Context: an optimization exercise on an open-source flow, tuned for small area. The choices shown serve that exercise and are no tape-out recipe. The RTL was checked by simulation tests, not by an equivalence proof against the original design.

==> flow/design.v <==
module dso_ctrl #(
    parameter SETTLE_CYCLES = 1000,    
    parameter MAX_SAMPLES   = 65535
) (
    input  wire       clk,
    input  wire       rst,           
    input  wire       rx_valid,
    input  wire [7:0] rx_data,
    output wire       rx_ready,
    output wire       tx_valid,
    output wire [7:0] tx_data,
    input  wire       tx_ready,
    output reg        baud_fast,     
    output wire       baud_init,     
    output wire       ref_cfg,       
    output wire [7:0] line_oe,
    output wire [7:0] line_out,
    input  wire       fill,
    input  wire [7:0] data_bus,
    output wire       spi_sck,
    output wire       spi_mosi,
    input  wire       spi_miso
);
    localparam [3:0]
        P_BOOT  = 4'd0,     
        P_FETCH = 4'd1,     
        P_PARAM = 4'd2,     
        P_VER   = 4'd3,     
        P_MUL   = 4'd4,     
        P_SPI   = 4'd5,     
        P_BAUD  = 4'd6,     
        P_CAPP  = 4'd7,     
        P_CAPW  = 4'd8,     
        P_ACK   = 4'd9,     
        P_XPOLL = 4'd10,    
        P_XCLK1 = 4'd11,    
        P_XCLK0 = 4'd12,    
        P_XSEND = 4'd13;    
    reg  [3:0]  ph;
    reg  [15:0] c;
    reg         edge_lvl;
    reg         sel0_oe, sel0_out, sel1_oe, sel1_out;
    wire boot  = (ph == P_BOOT);
    wire fetch = (ph == P_FETCH);
    wire param = (ph == P_PARAM);
    wire ver   = (ph == P_VER);
    wire mul   = (ph == P_MUL);
    wire spi   = (ph == P_SPI);
    wire baud  = (ph == P_BAUD);
    wire capp  = (ph == P_CAPP);
    wire capw  = (ph == P_CAPW);
    wire ack   = (ph == P_ACK);
    wire xpoll = (ph == P_XPOLL);
    wire xclk1 = (ph == P_XCLK1);
    wire xclk0 = (ph == P_XCLK0);
    wire xsend = (ph == P_XSEND);
    assign rx_ready = fetch | param | (capw & c[10]) | xpoll;
    assign tx_valid = ver | ack | xsend;
    wire stop_byte = rx_valid & (rx_data == 8'h6E);
    reg [7:0] ver_byte;
    always @(*) begin
        case (c[3:0])
            4'd0:  ver_byte = 8'h44;
            4'd1:  ver_byte = 8'h53;
            4'd2:  ver_byte = 8'h4F;
            4'd3:  ver_byte = 8'h20;
            4'd4:  ver_byte = 8'h56;
            4'd5:  ver_byte = 8'h65;
            4'd6:  ver_byte = 8'h72;
            4'd7:  ver_byte = 8'h73;
            4'd8:  ver_byte = 8'h69;
            4'd9:  ver_byte = 8'h6F;
            4'd10: ver_byte = 8'h6E;
            4'd11: ver_byte = 8'h20;
            4'd12: ver_byte = 8'h32;
            4'd13: ver_byte = 8'h2E;
            4'd14: ver_byte = 8'h30;
            default: ver_byte = 8'h0A;
        endcase
    end
    assign tx_data = xsend ? data_bus : ack ? 8'h43 : ver_byte;
    wire [3:0] bs = c[3:0];
    assign line_oe[0] = ~boot | (bs > 4'd0);
    assign line_oe[1] = ~boot | (bs > 4'd1);
    assign line_oe[2] = ~boot | (bs > 4'd2);
    assign line_oe[3] = ~boot | (bs > 4'd3);
    assign line_oe[4] = ~boot | (bs > 4'd4);
    assign line_oe[5] = sel0_oe;
    assign line_oe[6] = sel1_oe;
    assign line_oe[7] = ~boot | (bs > 4'd6);
    assign line_out[0] = capp & (c[1:0] == 2'd0);
    assign line_out[1] = capp & (c[1:0] == 2'd2) & c[13];    
    assign line_out[2] = xpoll | xclk1 | xclk0 | xsend;
    assign line_out[3] = xclk1;
    assign line_out[4] = edge_lvl;
    assign line_out[5] = sel0_out;
    assign line_out[6] = sel1_out;
    assign line_out[7] = ~spi & (~boot | (bs > 4'd5));
    assign ref_cfg   = boot & c[3];
    assign baud_init = baud;
    wire [15:0] dac_word = {4'b0011, c[15:8], 4'b0000};
    assign spi_mosi = dac_word[~c[4:1]];
    assign spi_sck  = spi & c[0];
    wire c_load = fetch | (param & rx_valid);
    wire c_clr  = capp & (c[1:0] == 2'd3);
    wire c_inc  = boot | mul | spi | capp | (capw & ~c[10]) | ((ver | xsend) & tx_ready);
    wire p_mul_ok = (rx_data == 8'h02) | (rx_data == 8'h04) | (rx_data == 8'h08);
    always @(posedge clk) begin
        if (rst) begin
            ph        <= P_BOOT;
            c         <= 16'd0;
            edge_lvl  <= 1'b0;
            baud_fast <= 1'b0;
            sel0_oe   <= 1'b0;
            sel0_out  <= 1'b0;
            sel1_oe   <= 1'b0;
            sel1_out  <= 1'b0;
        end else begin
            if (c_load)     c <= {rx_data, 8'h00};
            else if (c_clr) c <= 16'd0;
            else            c <= c + {15'd0, c_inc};
            case (ph)
                P_BOOT:  if (c[3]) ph <= P_BAUD;
                P_BAUD:  ph <= P_FETCH;
                P_FETCH: if (rx_valid) begin
                    case (rx_data)
                        8'h76:   ph <= P_VER;
                        8'h72,
                        8'h74,
                        8'h69:   ph <= P_PARAM;
                        8'h43,
                        8'h66:   ph <= P_CAPP;
                        8'h73:   ph <= P_XPOLL;
                        8'h42:   begin baud_fast <= ~baud_fast; ph <= P_BAUD; end
                        default: ph <= P_FETCH;
                    endcase
                end
                P_PARAM: if (rx_valid) begin
                    ph <= P_FETCH;
                    if (c[9]) begin                  
                        if (p_mul_ok) ph <= P_MUL;
                    end else if (c[10]) begin        
                        ph <= P_SPI;
                    end else begin                   
                        if (rx_data == 8'h72) edge_lvl <= 1'b0;
                        if (rx_data == 8'h66) edge_lvl <= 1'b1;
                    end
                end
                P_VER:   if (tx_ready && c[3:0] == 4'd15) ph <= P_FETCH;
                P_MUL: begin
                    case (c[1:0])
                        2'd0: if (c[9]) sel0_oe  <= 1'b0; else sel0_out <= c[11];
                        2'd1: if (c[9]) sel0_out <= 1'b0; else sel0_oe  <= 1'b1;
                        2'd2: if (c[9]) sel1_oe  <= 1'b0; else sel1_out <= c[11];
                        default: begin
                            if (c[9]) sel1_out <= 1'b0; else sel1_oe <= 1'b1;
                            ph <= P_FETCH;
                        end
                    endcase
                end
                P_SPI:   if (c[4:0] == 5'd31) ph <= P_FETCH;
                P_CAPP:  if (c[1:0] == 2'd3) ph <= P_CAPW;
                P_CAPW:  if (c[10] && (fill || stop_byte)) ph <= P_ACK;
                P_ACK:   if (tx_ready) ph <= P_FETCH;
                P_XPOLL: if (stop_byte || c == 16'h72FF) ph <= P_FETCH;
                         else ph <= P_XCLK1;
                P_XCLK1: ph <= P_XCLK0;
                P_XCLK0: ph <= P_XSEND;
                P_XSEND: if (tx_ready) ph <= P_XPOLL;
                default: ph <= P_FETCH;
            endcase
        end
    end
    wire unused_ok = &{1'b0, spi_miso};
endmodule
==> flow/config.mk <==
export PLATFORM = sky130hd
export DESIGN_NAME = dso_ctrl
export DESIGN_NICKNAME = dso_ctrl
export VERILOG_FILES = /design/flow/design.v
export SDC_FILE = /design/flow/constraint.sdc
export NUM_CORES = 4
export LEC_CHECK = 0
export ABC_AREA = 1
export CAP_MARGIN = 20
export CORE_MARGIN = 2
export CORE_UTILIZATION = 40
export SLEW_MARGIN = 20
==> flow/constraint.sdc <==
create_clock -name core_clock -period 10.0 [get_ports {clk}]
set_input_delay 2.0000 -clock core_clock [delete_from_list [all_inputs] [get_ports {clk}]]
set_output_delay 2.0000 -clock core_clock [all_outputs]
set_load 0.01 [all_outputs]
standard.sh (not shown) runs the stock make flow with config.mk's settings and CLKGATE_MAP_FILE= SYNTH_SCRIPT=/design/flow/synth_recipe.tcl, a recipe that flattens the netlist after the stock synthesis.
==> flow/flow/run.sh <==
#!/bin/bash
set -euo pipefail
bash standard.sh \
  "BUFFER_PORTS_ARGS=-buffer_cell sky130_fd_sc_hd__buf_1" \
  "CTS_ARGS=-sink_clustering_enable -repair_clock_nets -dont_use_dummy_load -buf_list {sky130_fd_sc_hd__clkbuf_8}" \
  finish > standard_flow.log 2>&1
The first run finished clean.
Then changed:
==> flow/flow/run.sh (replaced) <==
#!/bin/bash
set -euo pipefail
bash standard.sh \
  "BUFFER_PORTS_ARGS=-buffer_cell sky130_fd_sc_hd__buf_1" \
  "CTS_ARGS=-sink_clustering_enable -repair_clock_nets -dont_use_dummy_load -buf_list {sky130_fd_sc_hd__clkbuf_4}" \
  finish > standard_flow.log 2>&1
The changed run passed the timing, design-rule and antenna checks.
Design area goes down by 1.1%.
Global-route usage goes up by 0.16 points.
Clock-buffer cell count does not change.
Hold slack gets better by 0.0046 ns.
Then changed:
==> flow/run.sh (new file) <==
#!/bin/bash
# synth_recipe.tcl (not shown) runs the flow's synth.tcl, then flattens the netlist and writes it again
# the make line also repeats each setting of config.mk as NAME=value (left out here)
make -C /OpenROAD-flow-scripts/flow DESIGN_CONFIG=/design/flow/config.mk WORK_HOME=/design/flow/orfs CLKGATE_MAP_FILE= SYNTH_SCRIPT=/design/flow/synth_recipe.tcl finish
removed: flow/flow/run.sh
removed: flow/standard.sh
After rerunning: Worst setup slack degrades by 0.74 ns; final area came out higher by roughly a tenth; fmax shrinks by about a fifth; register-to-register slack improves by 0.05 ns; worst hold slack gets better by 0.0041 ns; critical path depth does not change.

-- separate check: timing with driven ports --
How much do the figures lean on ideal ports? The routed layouts below were timed once more, with nothing changed but the port constraints. Step 1, drivers: a clkbuf_16 drives clk and a buf_2 each remaining input, both assumed. Step 2, shift: input delay + t, output delay - t, t = (earliest + latest rising clock arrival at the registers) / 2. This alone moves slack from input paths to output paths. a / b / c = ideal / step 1 / step 2; a / b = the first two.
| run | t (ns) | slack for setup (ns) | hold WS [ns] | pins driven straight from the clock port |
|---|---|---|---|---|
| the first run | 0.309 | 5.575 / 5.553 / 5.553 | 0.448 / 0.448 / 0.448 | 1 |
| the second run | 0.362 | 5.577 / 5.555 / 5.555 | 0.452 / 0.452 / 0.452 | 1 |
| the third run | 0.330 | 4.839 / 4.815 / 4.815 | 0.456 / 0.456 / 0.456 | 1 |
After both steps setup and hold are still met in every run listed. The setup slack of the third run, which loses most, moves by -0.024 ns with the drivers and by -0.024 ns with both steps.
